This design comes from an exercise in tuning for a short achievable clock period and few clock cycles per item on the open sky130 flow, not from production work. The RTL was checked by simulation tests, not by an equivalence proof against the original design. Power and IR drop assume default switching activity.

### flow/run.sh
#!/bin/bash
# synth_recipe.tcl (not shown) runs the flow's synth.tcl, then flattens the netlist and writes it again
# the make line also repeats each setting of config.mk as NAME=value (left out here)
make -C /OpenROAD-flow-scripts/flow DESIGN_CONFIG=/design/flow/config.mk WORK_HOME=/design/flow/orfs CLKGATE_MAP_FILE= SYNTH_SCRIPT=/design/flow/synth_recipe.tcl finish
### flow/config.mk
export PLATFORM = sky130hd
export DESIGN_NAME = frame_codec
export DESIGN_NICKNAME = frame_codec
export VERILOG_FILES = /design/flow/design.v
export SDC_FILE = /design/flow/constraint.sdc
export NUM_CORES = 4
export LEC_CHECK = 0
export ABC_CLOCK_PERIOD_IN_PS = 2500
export CAP_MARGIN = 20
export CORE_MARGIN = 2
export CORE_UTILIZATION = 65
export CTS_CLUSTER_DIAMETER = 120
export CTS_CLUSTER_SIZE = 30
export PLACE_DENSITY = 0.8
export SETUP_SLACK_MARGIN = 5
export SLEW_MARGIN = 20
### flow/constraint.sdc
create_clock -name core_clock -period 8.0 [get_ports {clk}]
set_input_delay 1.6000 -clock core_clock [delete_from_list [all_inputs] [get_ports {clk}]]
set_output_delay 1.6000 -clock core_clock [all_outputs]
set_load 0.01 [all_outputs]
### flow/design.v
module frame_codec (
    input  wire        clk,
    input  wire        rst,
    input  wire        cmd_valid,
    output wire        cmd_ready,
    input  wire [31:0] cmd_word,
    input  wire        cmd_has_data,
    input  wire [15:0] cmd_len,
    input  wire        cmd_has_cap,
    input  wire [15:0] cmd_cap,
    input  wire        in_valid,
    output wire        in_ready,
    input  wire [7:0]  in_data,
    output wire        out_valid,
    input  wire        out_ready,
    output wire [7:0]  out_data,
    output wire        rsp_valid,
    input  wire        rsp_ready,
    output wire [7:0]  rsp_status,
    output wire [15:0] rsp_topic,
    output wire [15:0] rsp_tag,
    output wire [31:0] rsp_value
);
    localparam [31:0] PREAMBLE = 32'h52534B31;
    localparam [7:0] ST_OK          = 8'h00;
    localparam [7:0] ST_MALFORMED   = 8'h02;
    localparam [7:0] ST_CHECKSUM    = 8'h03;
    localparam [7:0] ST_BUF_SMALL   = 8'h06;
    localparam [7:0] ST_NULL_INPUT  = 8'h09;
    localparam [7:0] ST_ENCODE_ERR  = 8'h0A;
    localparam [7:0] ST_ILLEGAL     = 8'h0C;
    localparam [1:0] OP_CRC = 2'd1, OP_GEN = 2'd2, OP_PARSE = 2'd3;
    localparam integer BUFN = 128;    
    function [31:0] crc_byte;
        input [31:0] c_in;
        input [7:0]  b;
        integer k;
        reg [31:0] c;
        begin
            c = c_in ^ {24'd0, b};
            for (k = 0; k < 8; k = k + 1)
                c = c[0] ? ((c >> 1) ^ 32'hEDB88320) : (c >> 1);
            crc_byte = c;
        end
    endfunction
    reg        cmd_ready_r;
    reg        r_v;
    reg [31:0] r_word;
    reg        r_hd;
    reg [15:0] r_len;
    reg        r_hc;
    reg [15:0] r_cap;
    wire [7:0]  r_opc = r_word[31:24];
    wire [7:0]  r_rsv = r_word[23:16];
    wire [15:0] r_imm = r_word[15:0];
    wire        r_legal = (r_rsv == 8'd0) &&
                          ((r_opc == 8'h01 && r_imm == 16'd0) ||
                           (r_opc == 8'h02) ||
                           (r_opc == 8'h03 && r_imm == 16'd0));
    wire [16:0] r_gen_size = {1'b0, r_len} + 17'd12;
    localparam integer DQW = 52;
    wire [DQW-1:0] r_chk;
    assign r_chk[0]     = r_legal;
    assign r_chk[1]     = r_hd;
    assign r_chk[2]     = r_hc;
    assign r_chk[3]     = (r_opc == 8'h02);
    assign r_chk[4]     = (r_opc == 8'h03);
    assign r_chk[5]     = (r_len > 16'd100);
    assign r_chk[6]     = (r_gen_size > {1'b0, r_cap});
    assign r_chk[7]     = (r_len > 16'd112);
    assign r_chk[8]     = (r_len < 16'd12);
    assign r_chk[9]     = !r_hd || (r_len == 16'd0);
    assign r_chk[10]    = r_hd && (r_len == 16'd1);
    assign r_chk[26:11] = r_hd ? r_len : 16'd0;
    assign r_chk[42:27] = r_imm;
    assign r_chk[49:43] = (r_opc == 8'h02) ? r_len[6:0] : (r_len[6:0] - 7'd12);
    assign r_chk[51:50] = r_word[25:24];
    reg            r2_v;
    reg [DQW-1:0]  r2;
    reg            dq0_v, dq1_v;
    reg [DQW-1:0]  dq0, dq1;
    reg        q_fail;
    reg [7:0]  q_st;
    always @(*) begin
        q_fail = 1'b0;
        q_st   = ST_OK;
        if (!dq0[0]) begin
            q_fail = 1'b1; q_st = ST_ILLEGAL;
        end else if (!dq0[1]) begin
            q_fail = 1'b1; q_st = ST_NULL_INPUT;
        end else if (dq0[3]) begin
            if (!dq0[2]) begin
                q_fail = 1'b1; q_st = ST_NULL_INPUT;
            end else if (dq0[5] || dq0[6]) begin
                q_fail = 1'b1; q_st = ST_ENCODE_ERR;
            end
        end else if (dq0[4]) begin
            if (dq0[7]) begin
                q_fail = 1'b1; q_st = ST_BUF_SMALL;
            end else if (dq0[8]) begin
                q_fail = 1'b1; q_st = ST_MALFORMED;
            end
        end
    end
    reg        in_ready_r;
    reg        i0_v, i1_v;
    reg [7:0]  i0_d, i1_d;
    reg        ctx_v;
    reg [1:0]  c_op;
    reg        c_fail;
    reg [7:0]  c_st;
    reg        c_nob;
    reg [15:0] c_rem;
    reg        c_r1;
    reg [15:0] c_tag;
    reg [6:0]  c_pl;
    reg [3:0]  c_pidx;
    reg        c_prebad;
    reg [31:0] c_chk;
    reg [15:0] c_topic;
    reg [15:0] c_rtag;
    reg [31:0] crc;
    reg        space_ok;
    reg        rq_ok;
    reg        s1_st, s2_st;
    reg [7:0]  s1_d, s2_d;
    reg        f_v;
    reg [1:0]  f_op;
    reg        f_fail;
    reg [7:0]  f_st;
    reg [31:0] f_crc;
    reg        f_prebad;
    reg [31:0] f_chk;
    reg [15:0] f_topic;
    reg [15:0] f_rtag;
    reg [15:0] f_tag;
    reg [6:0]  f_pl;
    reg        g_v, g_rb;
    reg [7:0]  g_status;
    reg        g_gen, g_hasb;
    reg [6:0]  g_pl;
    reg [15:0] g_topic, g_tag;
    reg [31:0] g_val;
    wire b_gen = (c_op == OP_GEN);
    wire b_par = (c_op == OP_PARSE);
    wire b_crc = (c_op == OP_CRC);
    wire [7:0] b = i0_d;
    wire in_pl = b_par && (c_pidx == 4'd12);
    wire take = ctx_v && !c_nob && i0_v && space_ok && (!c_r1 || rq_ok);
    wire fin  = (take && c_r1) || (ctx_v && c_nob && rq_ok);
    wire ld   = dq0_v && (!ctx_v || fin);
    wire [31:0] crc_upd = crc_byte(crc, b);
    wire        crc_use = b_crc || b_gen || in_pl;
    wire [31:0] crc_new = (take && crc_use) ? crc_upd : crc;
    wire [7:0] pre_byte = (c_pidx[1:0] == 2'd0) ? PREAMBLE[7:0]   :
                          (c_pidx[1:0] == 2'd1) ? PREAMBLE[15:8]  :
                          (c_pidx[1:0] == 2'd2) ? PREAMBLE[23:16] : PREAMBLE[31:24];
    wire        rx_hdr  = take && b_par;
    wire        prebad_new = c_prebad || (rx_hdr && c_pidx < 4'd4 && b != pre_byte);
    wire [31:0] chk_new = (rx_hdr && c_pidx[3:2] == 2'b01) ? {b, c_chk[31:8]} : c_chk;
    wire [15:0] topic_new = (rx_hdr && c_pidx[3:1] == 3'b100) ? {b, c_topic[15:8]} : c_topic;
    wire [15:0] rtag_new  = (rx_hdr && c_pidx[3:1] == 3'b101) ? {b, c_rtag[15:8]} : c_rtag;
    wire        store = take && !c_fail && (b_gen || (in_pl && !c_prebad));
    reg [BUFN:0]     oh_c, oh_cc;
    reg [8*BUFN-1:0] mem;
    reg [2:0]  rq_w, rq_p, rq_r;
    reg [7:0]  rq_st   [0:3];
    reg        rq_gen  [0:3];
    reg        rq_hasb [0:3];
    reg [6:0]  rq_pl   [0:3];
    reg [15:0] rq_topic[0:3];
    reg [15:0] rq_tag  [0:3];
    reg [31:0] rq_val  [0:3];
    wire f_crcok  = (f_chk == ~f_crc);
    wire f_hdrok  = (f_op == OP_PARSE) && !f_fail && !f_prebad;
    wire f_parok  = f_hdrok && f_crcok;
    wire f_gen    = (f_op == OP_GEN) && !f_fail;
    reg [7:0] f_status;
    always @(*) begin
        if (f_fail)                 f_status = f_st;
        else if (f_op == OP_PARSE)  f_status = f_prebad ? ST_MALFORMED :
                                               (!f_crcok ? ST_CHECKSUM : ST_OK);
        else                        f_status = ST_OK;
    end
    wire        f_hasb  = f_gen || (f_parok && f_pl != 7'd0);
    wire [15:0] f_otopic = f_parok ? f_topic : 16'd0;
    wire [15:0] f_otag   = f_parok ? f_rtag : (f_gen ? f_tag : 16'd0);
    wire [31:0] f_oval   = ((f_op == OP_CRC || f_op == OP_GEN) && !f_fail) ? ~f_crc : 32'd0;
    reg        p_act;     
    reg        p_inh;     
    reg        p_inpl;    
    reg [3:0]  p_hcnt;
    reg [6:0]  p_prem;
    reg [95:0] p_hdr;
    reg        p_first;
    reg [2:0]  p_idx;
    reg        out_valid_r;
    reg [7:0]  out_data_r;
    reg        o0_last;
    reg        o1_v;
    reg [7:0]  o1_d;
    reg        o1_first, o1_last;
    reg [2:0]  o1_idx;
    reg        rsp_valid_r;
    reg [7:0]  rsp_status_r;
    reg [15:0] rsp_topic_r, rsp_tag_r;
    reg [31:0] rsp_value_r;
    wire push   = p_act && !o1_v;
    wire pop    = p_inpl && !o1_v;
    wire [7:0] push_d = p_inh ? p_hdr[7:0] : mem[7:0];
    wire push_last = p_inh ? (p_hcnt == 4'd1 && p_prem == 7'd0) : (p_prem == 7'd1);
    wire       fire0  = out_valid_r && out_ready;
    wire       free0  = !out_valid_r || fire0;
    wire       rsp_fire = rsp_valid_r && rsp_ready;
    wire       rsp_free = !rsp_valid_r || rsp_fire;
    wire       cand_v     = o1_v || push;
    wire [7:0] cand_d     = o1_v ? o1_d     : push_d;
    wire       cand_first = o1_v ? o1_first : p_first;
    wire       cand_last  = o1_v ? o1_last  : push_last;
    wire [2:0] cand_idx   = o1_v ? o1_idx   : p_idx;
    wire       allow  = !cand_first || ((rq_r == cand_idx) && rsp_free);
    wire       ld0    = free0 && cand_v && allow;
    wire [1:0] rr = rq_r[1:0];
    wire       rq_ne  = (rq_r != rq_w);
    wire       load_n = !rsp_valid_r && rq_ne && !rq_hasb[rr];
    wire       load_b = fire0 && o0_last;
    wire       lrsp   = load_n || load_b;
    wire [1:0] pp = rq_p[1:0];
    wire dq_pop  = ld;
    wire r_push  = r2_v && (!dq1_v || dq_pop);
    wire r_move  = r_v && (!r2_v || r_push);
    wire cmd_fire = cmd_valid && cmd_ready_r;
    wire r_v_n   = cmd_fire || (r_v && !r_move);
    wire r2_v_n  = r_move || (r2_v && !r_push);
    reg  dq1_v_n;
    always @(*) begin
        if (dq0_v && !dq_pop)
            dq1_v_n = dq1_v || r_push;
        else if (dq1_v)
            dq1_v_n = r_push;
        else
            dq1_v_n = 1'b0;
    end
    always @(posedge clk) begin
        if (!(r_v && !r_move)) begin
            r_word <= cmd_word; r_hd <= cmd_has_data; r_len <= cmd_len;
            r_hc <= cmd_has_cap; r_cap <= cmd_cap;
        end
        if (!(r2_v && !r_push))
            r2 <= r_chk;
        if (rst) begin
            r_v <= 1'b0; r2_v <= 1'b0;
            cmd_ready_r <= 1'b1;
        end else begin
            r_v <= r_v_n; r2_v <= r2_v_n;
            cmd_ready_r <= !(r_v_n && r2_v_n);
        end
    end
    always @(posedge clk) begin
        if (dq0_v && !dq_pop) begin
            if (!dq1_v) dq1 <= r2;
        end else if (dq1_v) begin
            dq0 <= dq1;
            dq1 <= r2;
        end else begin
            dq0 <= r2;
        end
        if (rst) begin
            dq0_v <= 1'b0; dq1_v <= 1'b0;
        end else begin
            if (dq0_v && !dq_pop)
                dq0_v <= 1'b1;
            else
                dq0_v <= dq1_v || r_push;
            dq1_v <= dq1_v_n;
        end
    end
    wire in_fire = in_valid && in_ready_r;
    reg  i1_v_n;
    always @(*) begin
        if (i0_v && !take)
            i1_v_n = i1_v || in_fire;
        else if (i1_v)
            i1_v_n = in_fire;
        else
            i1_v_n = 1'b0;
    end
    always @(posedge clk) begin
        if (i0_v && !take) begin
            if (!i1_v) i1_d <= in_data;
        end else if (i1_v) begin
            i0_d <= i1_d;
            i1_d <= in_data;
        end else begin
            i0_d <= in_data;
        end
        if (rst) begin
            i0_v <= 1'b0; i1_v <= 1'b0; in_ready_r <= 1'b1;
        end else begin
            if (i0_v && !take)
                i0_v <= 1'b1;
            else
                i0_v <= i1_v || in_fire;
            i1_v <= i1_v_n;
            in_ready_r <= !i1_v_n;
        end
    end
    always @(posedge clk) begin
        if (ld) begin
            c_op <= dq0[51:50]; c_fail <= q_fail; c_st <= q_st; c_nob <= dq0[9];
            c_rem <= dq0[26:11]; c_r1 <= dq0[10]; c_tag <= dq0[42:27];
            c_pl <= dq0[49:43];
            c_pidx <= 4'd0; c_prebad <= 1'b0;
            crc <= 32'hFFFFFFFF;
        end else if (take) begin
            c_rem <= c_rem - 16'd1;
            c_r1 <= (c_rem == 16'd2);
            if (c_pidx != 4'd12) c_pidx <= c_pidx + 4'd1;
            c_prebad <= prebad_new;
            crc <= crc_new;
        end
        c_chk <= chk_new; c_topic <= topic_new; c_rtag <= rtag_new;
        if (rst)
            ctx_v <= 1'b0;
        else if (ld)
            ctx_v <= 1'b1;
        else if (fin)
            ctx_v <= 1'b0;
        s1_d <= b;
        s2_d <= s1_d;
        if (rst) begin
            s1_st <= 1'b0; s2_st <= 1'b0;
        end else begin
            s1_st <= store; s2_st <= s1_st;
        end
        f_op <= c_op; f_fail <= c_fail; f_st <= c_st; f_crc <= crc_new;
        f_prebad <= prebad_new; f_chk <= chk_new; f_topic <= topic_new;
        f_rtag <= rtag_new; f_tag <= c_tag; f_pl <= c_pl;
        g_status <= f_status; g_gen <= f_gen; g_hasb <= f_hasb; g_pl <= f_pl;
        g_topic <= f_otopic; g_tag <= f_otag; g_val <= f_oval;
        if (rst) begin
            f_v <= 1'b0; g_v <= 1'b0; g_rb <= 1'b0;
        end else begin
            f_v <= fin;
            g_v <= f_v;
            g_rb <= f_v && f_hdrok && !f_crcok;
        end
    end
    wire [BUFN:0] oh_c_n  = (s2_st && !pop) ? {oh_c[BUFN-1:0], 1'b0} :
                            (!s2_st && pop) ? {1'b0, oh_c[BUFN:1]} : oh_c;
    wire [BUFN:0] oh_cc_n = pop ? {1'b0, oh_cc[BUFN:1]} : oh_cc;
    genvar gi;
    generate
        for (gi = 0; gi < BUFN; gi = gi + 1) begin : g_buf
            wire sel_here = s2_st && (pop ? oh_c[gi+1] : oh_c[gi]);
            wire [7:0] nxt;
            if (gi == BUFN - 1) begin : g_last
                assign nxt = mem[8*gi +: 8];
            end else begin : g_mid
                assign nxt = pop ? mem[8*(gi+1) +: 8] : mem[8*gi +: 8];
            end
            always @(posedge clk)
                mem[8*gi +: 8] <= sel_here ? s2_d : nxt;
        end
    endgenerate
    always @(posedge clk) begin
        if (rst) begin
            oh_c <= {{BUFN{1'b0}}, 1'b1};
            oh_cc <= {{BUFN{1'b0}}, 1'b1};
            space_ok <= 1'b1;
        end else begin
            if (g_rb) begin
                oh_c <= oh_cc_n; oh_cc <= oh_cc_n;
            end else if (g_v) begin
                oh_c <= oh_c_n; oh_cc <= oh_c_n;
            end else begin
                oh_c <= oh_c_n; oh_cc <= oh_cc_n;
            end
            space_ok <= !(oh_c_n[BUFN] || oh_c_n[BUFN-1] || oh_c_n[BUFN-2]);
        end
    end
    wire [2:0] rq_w_n = rq_w + {2'd0, g_v};
    always @(posedge clk) begin
        if (g_v) begin
            rq_st[rq_w[1:0]]    <= g_status;
            rq_gen[rq_w[1:0]]   <= g_gen;
            rq_hasb[rq_w[1:0]]  <= g_hasb;
            rq_pl[rq_w[1:0]]    <= g_pl;
            rq_topic[rq_w[1:0]] <= g_topic;
            rq_tag[rq_w[1:0]]   <= g_tag;
            rq_val[rq_w[1:0]]   <= g_val;
        end
        if (rst) begin
            rq_w <= 3'd0; rq_ok <= 1'b1;
        end else begin
            rq_w <= rq_w_n;
            rq_ok <= ((rq_w_n - rq_r) + {2'd0, f_v} + {2'd0, fin}) <= 3'd3;
        end
    end
    wire p_load = !p_act && (rq_p != rq_w);
    always @(posedge clk) begin
        if (p_load) begin
            p_hcnt  <= 4'd12;
            p_prem  <= rq_pl[pp];
            p_hdr   <= {rq_tag[pp][15:8], rq_tag[pp][7:0], 8'h00, rq_tag[pp][15:8],
                        rq_val[pp], PREAMBLE};
            p_first <= 1'b1;
            p_idx   <= rq_p;
        end else if (push) begin
            p_first <= 1'b0;
            if (p_inh) begin
                p_hcnt <= p_hcnt - 4'd1;
                p_hdr  <= {8'h00, p_hdr[95:8]};
            end else begin
                p_prem <= p_prem - 7'd1;
            end
        end
        if (rst) begin
            p_act <= 1'b0; p_inh <= 1'b0; p_inpl <= 1'b0; rq_p <= 3'd0;
        end else begin
            if (p_load) begin
                rq_p   <= rq_p + 3'd1;
                p_act  <= rq_hasb[pp];
                p_inh  <= rq_hasb[pp] && rq_gen[pp];
                p_inpl <= rq_hasb[pp] && !rq_gen[pp];
            end else if (push) begin
                if (push_last) begin
                    p_act <= 1'b0; p_inh <= 1'b0; p_inpl <= 1'b0;
                end else if (p_inh && p_hcnt == 4'd1) begin
                    p_inh <= 1'b0; p_inpl <= 1'b1;
                end
            end
        end
    end
    always @(posedge clk) begin
        if (ld0)
            o0_last <= cand_last;
        if (rst)
            out_data_r <= 8'd0;
        else if (ld0)
            out_data_r <= cand_d;
        if (!o1_v) begin
            o1_d <= push_d; o1_first <= p_first; o1_last <= push_last; o1_idx <= p_idx;
        end
        if (rst) begin
            out_valid_r <= 1'b0; o1_v <= 1'b0;
        end else begin
            out_valid_r <= ld0 || (out_valid_r && !fire0);
            if (o1_v)
                o1_v <= !ld0;
            else
                o1_v <= push && !ld0;
        end
    end
    always @(posedge clk) begin
        if (rst) begin
            rsp_status_r <= 8'd0;
            rsp_topic_r  <= 16'd0;
            rsp_tag_r    <= 16'd0;
            rsp_value_r  <= 32'd0;
        end else if (!rsp_valid_r) begin
            rsp_status_r <= rq_st[rr];
            rsp_topic_r  <= rq_topic[rr];
            rsp_tag_r    <= rq_gen[rr] ? 16'd0 : rq_tag[rr];
            rsp_value_r  <= rq_gen[rr] ? 32'd0 : rq_val[rr];
        end
        if (rst) begin
            rsp_valid_r <= 1'b0; rq_r <= 3'd0;
        end else begin
            if (lrsp) begin
                rsp_valid_r <= 1'b1;
                rq_r <= rq_r + 3'd1;
            end else if (rsp_fire) begin
                rsp_valid_r <= 1'b0;
            end
        end
    end
    assign cmd_ready  = cmd_ready_r;
    assign in_ready   = in_ready_r;
    assign out_valid  = out_valid_r;
    assign out_data   = out_data_r;
    assign rsp_valid  = rsp_valid_r;
    assign rsp_status = rsp_status_r;
    assign rsp_topic  = rsp_topic_r;
    assign rsp_tag    = rsp_tag_r;
    assign rsp_value  = rsp_value_r;
endmodule
==> summary.txt, run 1 <==
worst reg2reg startpoint=c_chk[21]; Sw Pwr=5.26 mW; synth unique cells=76; FP Rows=144; core area=154000 um2; Clock Sink Count=2369; share of layout cells above drive strength 1=25.1%; CP delay by family, top=flip-flops; synthesized flop and latch total=2369; final hold violation count=0; PwrDens=212 nW/um2; die width=397 um; static leakage=39.1 nW; gr ovfl total=0; clock latency (worst-skew pair)=0.77 ns; Clk Tree Root Cell=clkbuf_16; CTS tree=done; drt wl/cell=22.2 um; chip height=397 um; Crit. End Element=output port; worst-path maximum fanout=2; combinational group share of total power=10.0%; Cell Area, Synth=100000 um2; CTS hold repair buffers=0; clk slew on worst S/H paths=0.11 ns; Area Growth Syn to Fin=5.51%; first-pass GRT wire length=298000 um; GR peak layer=met2; Ys Warns=1; antenna cells=0; Final Critical Period=2.94 ns; CTS buffer count=89; H-tree depth=3; Async S/R FF share, synth=0%; Flop pwr share=64.3%; Overall Power=22.4 mW; clock skew=0.0448 ns; Setup-failing EPs final=0; outcome=no timing/DRC/antenna violations; Initial Util=65.3%; Int Power=17.2 mW; Worst EP required=6.40 ns; Rel. slew slack=24.3%; Critical Path Source Type=flop; Slew @ Worst Pin=1.14 ns; Synth area leaders=edfxtp_1 52%, dfxtp_1 12%, mux2_2 7.7%; GR Util met2=39.7%; RePlAce Congestion=0.827; WP buf/inv=1; Port Buffers=159; Die Area=158000 um2; Final period util=36.8%; CTS max path bufs=3; grt met3 use=2.11%; initial antenna violation count=3; ANT nets after route=0; vias in the first global route=52100; cell count after synthesis=6657; Iter 0 DRT Violations=3823; HP Class=reg2reg; pin count of the biggest net entering global routing=214; all-layer global routing usage=23.9%; routed wire length=190000 um; clock power share=25.7%; crit-path max cell delay=0.35 ns; hold path startpoint=s1_d[7]; CP Class=reg2out; nets=6563; dpl cells=8377; Fmax=340 MHz; drt pass-1 iters=5; vias=52100; max cap viols=0; Avg Inst Size Synth=15.1 um2; met1 global-route usage=34.7%; Post-synth top flop=edfxtp_1; post-detailed-route via-to-cell ratio=6.09; post-synthesis sequential area ratio=64.7%; Setup WS pre-CTS=4.17 ns; Final WS setup=5.06 ns; post-synth top area share=52.3%; number of flops mapped to enable cells by yosys=1749; Post-Layout Cell Count=8560; Remaining DRCs=0; Max IR drop VDD=0.000172 V; largest area contributor in the netlist=edfxtp_1; Fill cells=9932; CP max stage cell=dfxtp_1; Sw Share=23.5%; HPWL Detailed=115000 um; crit-path cells=clkdlybuf4s15_2; RSZ-0062 raised after global routing=yes; crit path from=rsp_value_r[27]; I/O Pins=164; critical path arrival=1.34 ns; setup TNS=0 ns; Final Max Slew Viols=0
==> cells in the final DEF (no fill, tap or decap), drive strengths merged, types with 4 or more instances in the layout <==
| cell | n |
|---|---|
| dfxtp | 620 |
| mux2 | 1085 |
| nor3b | 52 |
| o21ai | 67 |
| o31ai | 13 |
| edfxtp | 1749 |
| and2 | 47 |
| buf | 81 |
| clkdlybuf4s15 | 68 |
| a21oi | 114 |
| nor4 | 24 |
| clkdlybuf4s50 | 78 |
| clkbuf | 158 |
| a21o | 15 |
| or2 | 5 |
| xnor3 | 5 |
| or4 | 5 |
| nor2b | 11 |
| inv | 71 |
| mux2i | 431 |
| nor3 | 16 |
| nor2 | 419 |
| ha | 39 |
| mux4 | 127 |
| a22o | 40 |
| and3 | 7 |
| nand4 | 22 |
| a211oi | 258 |
| nand2b | 154 |
| nand3 | 34 |
| nand2 | 487 |
| xnor2 | 117 |
| clkinv | 7 |
| xor2 | 34 |
| conb | 4 |
| o211ai | 14 |
==> final timing paths <==
kind / endpoint / depth (start not counted) / slack, ns
max: rsp_value[27] / 1 / 5.06
min: s2_d[7] / 0 / 0.33
max reg2reg: g_tag[4] / 6 / 5.07
min reg2reg: s2_d[7] / 0 / 0.33
==> synthesized netlist by cell type (40+ instances only) <==
master,number
a211oi_1,258
a21oi_1,114
a22o_1,40
and2_1,46
buf_2,116
buf_4,72
clkbuf_1,314
dfxtp_1,620
edfxtp_1,1749
inv_1,66
mux2_2,685
mux2_4,400
mux2i_1,431
mux4_2,127
nand2_1,487
nand2b_1,152
nor2_1,419
nor3b_1,52
o21ai_0,48
xnor2_1,104
==> flip-flops by register name, indices dropped and copies added, names as in the netlist, 64 cells and up, named ones only <==
name and count:
mem 1024, oh_c 129, oh_cc 129, p_hdr 96, rq_tag 64, rq_topic 64, rq_val 128
==> area by class of cell <==
class | count | area [um2] | area share (%)
Clock buffer | 156 | 2500 | 2.36
Timing Repair Buffer | 231 | 2380 | 2.25
Sequential cell | 2369 | 65000 | 61.4
Multi-Input combinational cell | 3682 | 33000 | 31.2
Tap cell | 2044 | 2560 | 2.42
Clock inverter | 9 | 116 | 0.110
Inverter | 69 | 264 | 0.249
==> per-stage QoR <==
| step | cell area, um2 | hold WS [ns] | utilization [%] |
|---|---|---|---|
| floorplan | 100000 | 0.310 | - |
| global placement | 103000 | 0.312 | 66.8 |
| detailed placement | 103000 | 0.312 | 66.8 |
| CTS | 106000 | 0.333 | 68.7 |
| global route | 106000 | 0.338 | 68.9 |
| finish | 106000 | 0.333 | 68.9 |
==> per-layer routing <==
layer / vias up / wire [um]
met4: 0 / 2920
met3: 164 / 9780
met5: - / 0
met1: 26500 / 84500
li1: 24100 / -
met2: 1263 / 92900
==> cell families after synthesis <==
family,Yosys count,synth area share (%)
flip-flops,2369,64.7
multiplexers,1643,20.8
AND/OR/NAND/NOR,1295,5.88
buffers and inverters,611,2.77
AO/OA/AOI/OAI,539,3.68
XOR/XNOR,156,1.59
adder cells (fa/ha/maj),43,0.546
other,1,0.00374
==> power by group through the flow <==
stage	clock, mW	combinational (mW)	sequential (mW)
finish	5.76	2.24	14.4
global route	6.27	2.42	14.5
CTS	5.87	2.22	14.5
detailed placement	0	2.17	14.7
global placement	0	2.10	14.7
floorplan	0	1.75	14.5
==> what timing repair did <==
item,4_1_cts,5_1_grt
resized for setup,279,89
endpoints found under the setup margin,2163,1136
buffers inserted,7,4
gates cloned,4,0
Testbench counts, summed over its fixed seeds: cycles 165,999, items 2,400.
==> run 2, diff against run 1 <==
==> flow/flow/run.sh (new file) <==
#!/bin/bash
set -euo pipefail
bash standard.sh SETUP_SLACK_MARGIN=6.0 finish > standard_flow.log 2>&1
==> flow/standard.sh (new file) <==
#!/bin/bash
# synth_recipe.tcl (not shown) runs the flow's synth.tcl, then flattens the netlist and writes it again
# the make line also repeats each setting of config.mk as NAME=value (left out here)
make -C /OpenROAD-flow-scripts/flow DESIGN_CONFIG=/design/flow/config.mk WORK_HOME=/design/flow/orfs CLKGATE_MAP_FILE= SYNTH_SCRIPT=/design/flow/synth_recipe.tcl "${@:-finish}"
--- a/flow/config.mk
+++ b/flow/config.mk
@@ -9,8 +9,8 @@
 export CAP_MARGIN = 20
 export CORE_MARGIN = 2
-export CORE_UTILIZATION = 65
+export CORE_UTILIZATION = 70
 export CTS_CLUSTER_DIAMETER = 120
 export CTS_CLUSTER_SIZE = 30
-export PLACE_DENSITY = 0.8
+export PLACE_DENSITY = 0.85
 export SETUP_SLACK_MARGIN = 5
 export SLEW_MARGIN = 20
removed: flow/run.sh
==> run 2 against run 1 <==
Net effect: the run now fails in 5_1_grt; area after synthesis unchanged; synthesized cell count unchanged.
==> summary.txt, run 2 <==
Post-synth top flop=edfxtp_1; Setup WS pre-CTS=4.12 ns (-0.0505 ns); RePlAce Congestion=0.849 (+2.6%); post-synthesis sequential area ratio=64.7% (unchanged); most common cell in the netlist=edfxtp_1; first error=[ERROR GRT-0232] Routing congestion too high. Check the congestion heatmap in the GUI.; largest area contributor in the netlist=edfxtp_1; Initial Util=70.7% (+5.4 points); outcome=stopped before the end; GRT repair_timing worst endpoint=rsp_valid; Async S/R FF share, synth=0% (unchanged); I/O Pins=164 (unchanged); initial antenna violation count=29; Synth area leaders=edfxtp_1 52%, dfxtp_1 12%, mux2_2 7.7%; H-tree depth=3 (unchanged); CTS hold repair buffers=0 (unchanged); worst_ep kind=primary output; Port Buffers=159 (unchanged); synthesized flop and latch total=2369 (unchanged); placed instance area=104000 um2 (+1.4%); CTS max path bufs=3 (unchanged); Avg Inst Size Synth=15.1 um2 (unchanged); number of flops mapped to enable cells by yosys=1749 (unchanged); Clock Sink Count=2369 (unchanged); all-layer global routing usage=72.7%; pin count of the biggest net entering global routing=94; HPWL Detailed=116000 um (+0.97%); die width=383 um (-3.6%); Halt Stage=5_1_grt; synth unique cells=76 (unchanged); post-synth top area share=52.3% (unchanged); chip height=383 um (-3.6%); Clk Tree Root Cell=clkbuf_16; Cell Area, Synth=100000 um2 (unchanged); Synth top cells by count=1749 x edfxtp_1, 685 x mux2_2, 620 x dfxtp_1; CTS buffer count=89 (unchanged); cell count after synthesis=6657 (unchanged); FP Rows=138 (-4.2%); gr ovfl total=32; Ys Warns=1 (unchanged)
## run 2: layer usage
layer / overflow / GRT usage (%)
met1: 0 / 72.7
met3: 10 / 56.4
met5: 1 / 27.9
met4: 14 / 74.2
met2: 7 / 88.8
## run 2: power groups by stage
stage | combinational, mW | sequential, mW | clock, mW
4_1_cts | 3.07 | 14.4 | 5.85
3_5_place_dp | 2.24 | 14.7 | 0
3_3_place_gp | 2.15 | 14.7 | 0
2_1_floorplan | 1.84 | 14.5 | 0
## run 2: what timing repair did
action / in CTS
setup buffers: 385
setup endpoints to repair: 3338
pin swaps: 329
cloned: 184
gates resized for setup: 2016
## run 2: worst min path at each step
stage / start / slack [ns] / end / depth (start not counted)
floorplan: s1_d[0] / 0.31 / s2_d[0] / 0
global placement: s1_d[6] / 0.31 / s2_d[6] / 0
detailed placement: s1_d[0] / 0.32 / s2_d[0] / 0
CTS: s1_d[1] / 0.33 / s2_d[1] / 0
## run 2: cell families after synthesis
logic type,synth area share (%)
XOR/XNOR,1.59
buffers and inverters,2.77
multiplexers,20.8
AND/OR/NAND/NOR,5.88
AO/OA/AOI/OAI,3.68
flip-flops,64.7
adder cells (fa/ha/maj),0.546
other,0.00374
## run 2: through the flow
stage / hold slack [ns] / cells / utilization, %
after global placement: 0.312 / 8220 / 73.3
after floorplan: 0.310 / 6660 / -
after detailed placement: 0.315 / 8220 / 73.3
after CTS: 0.333 / 8956 / 84.1

==> afterwards: timing with drivers on the ports <==
The results above use ideal ports. As a check the final layout listed here was re-extracted and re-timed, cells and wires unchanged. Step 1 assumes that a clkbuf_16 drives the clock port and a buf_2 every other input. Step 2 moves the port delays by t, midway between the first and last clock arrival at a register: inputs arrive t later, outputs are due t later. That takes back most of the time a late clock gives input paths. a / b / c = ideal / step 1 / step 2; a / b = the first two.
run: run 1
t, ns: 0.828
setup WS [ns]: 5.059 / 4.979 / 4.400
hold slack, ns: 0.333 / 0.333 / 0.333
worst setup path at the end: input to register
latest minus earliest clock arrival (ns): 0.046 / 0.046
After both steps setup and hold are still met in run 1. The setup slack of run 1 moves by -0.080 ns with the drivers and by -0.659 ns with both steps.
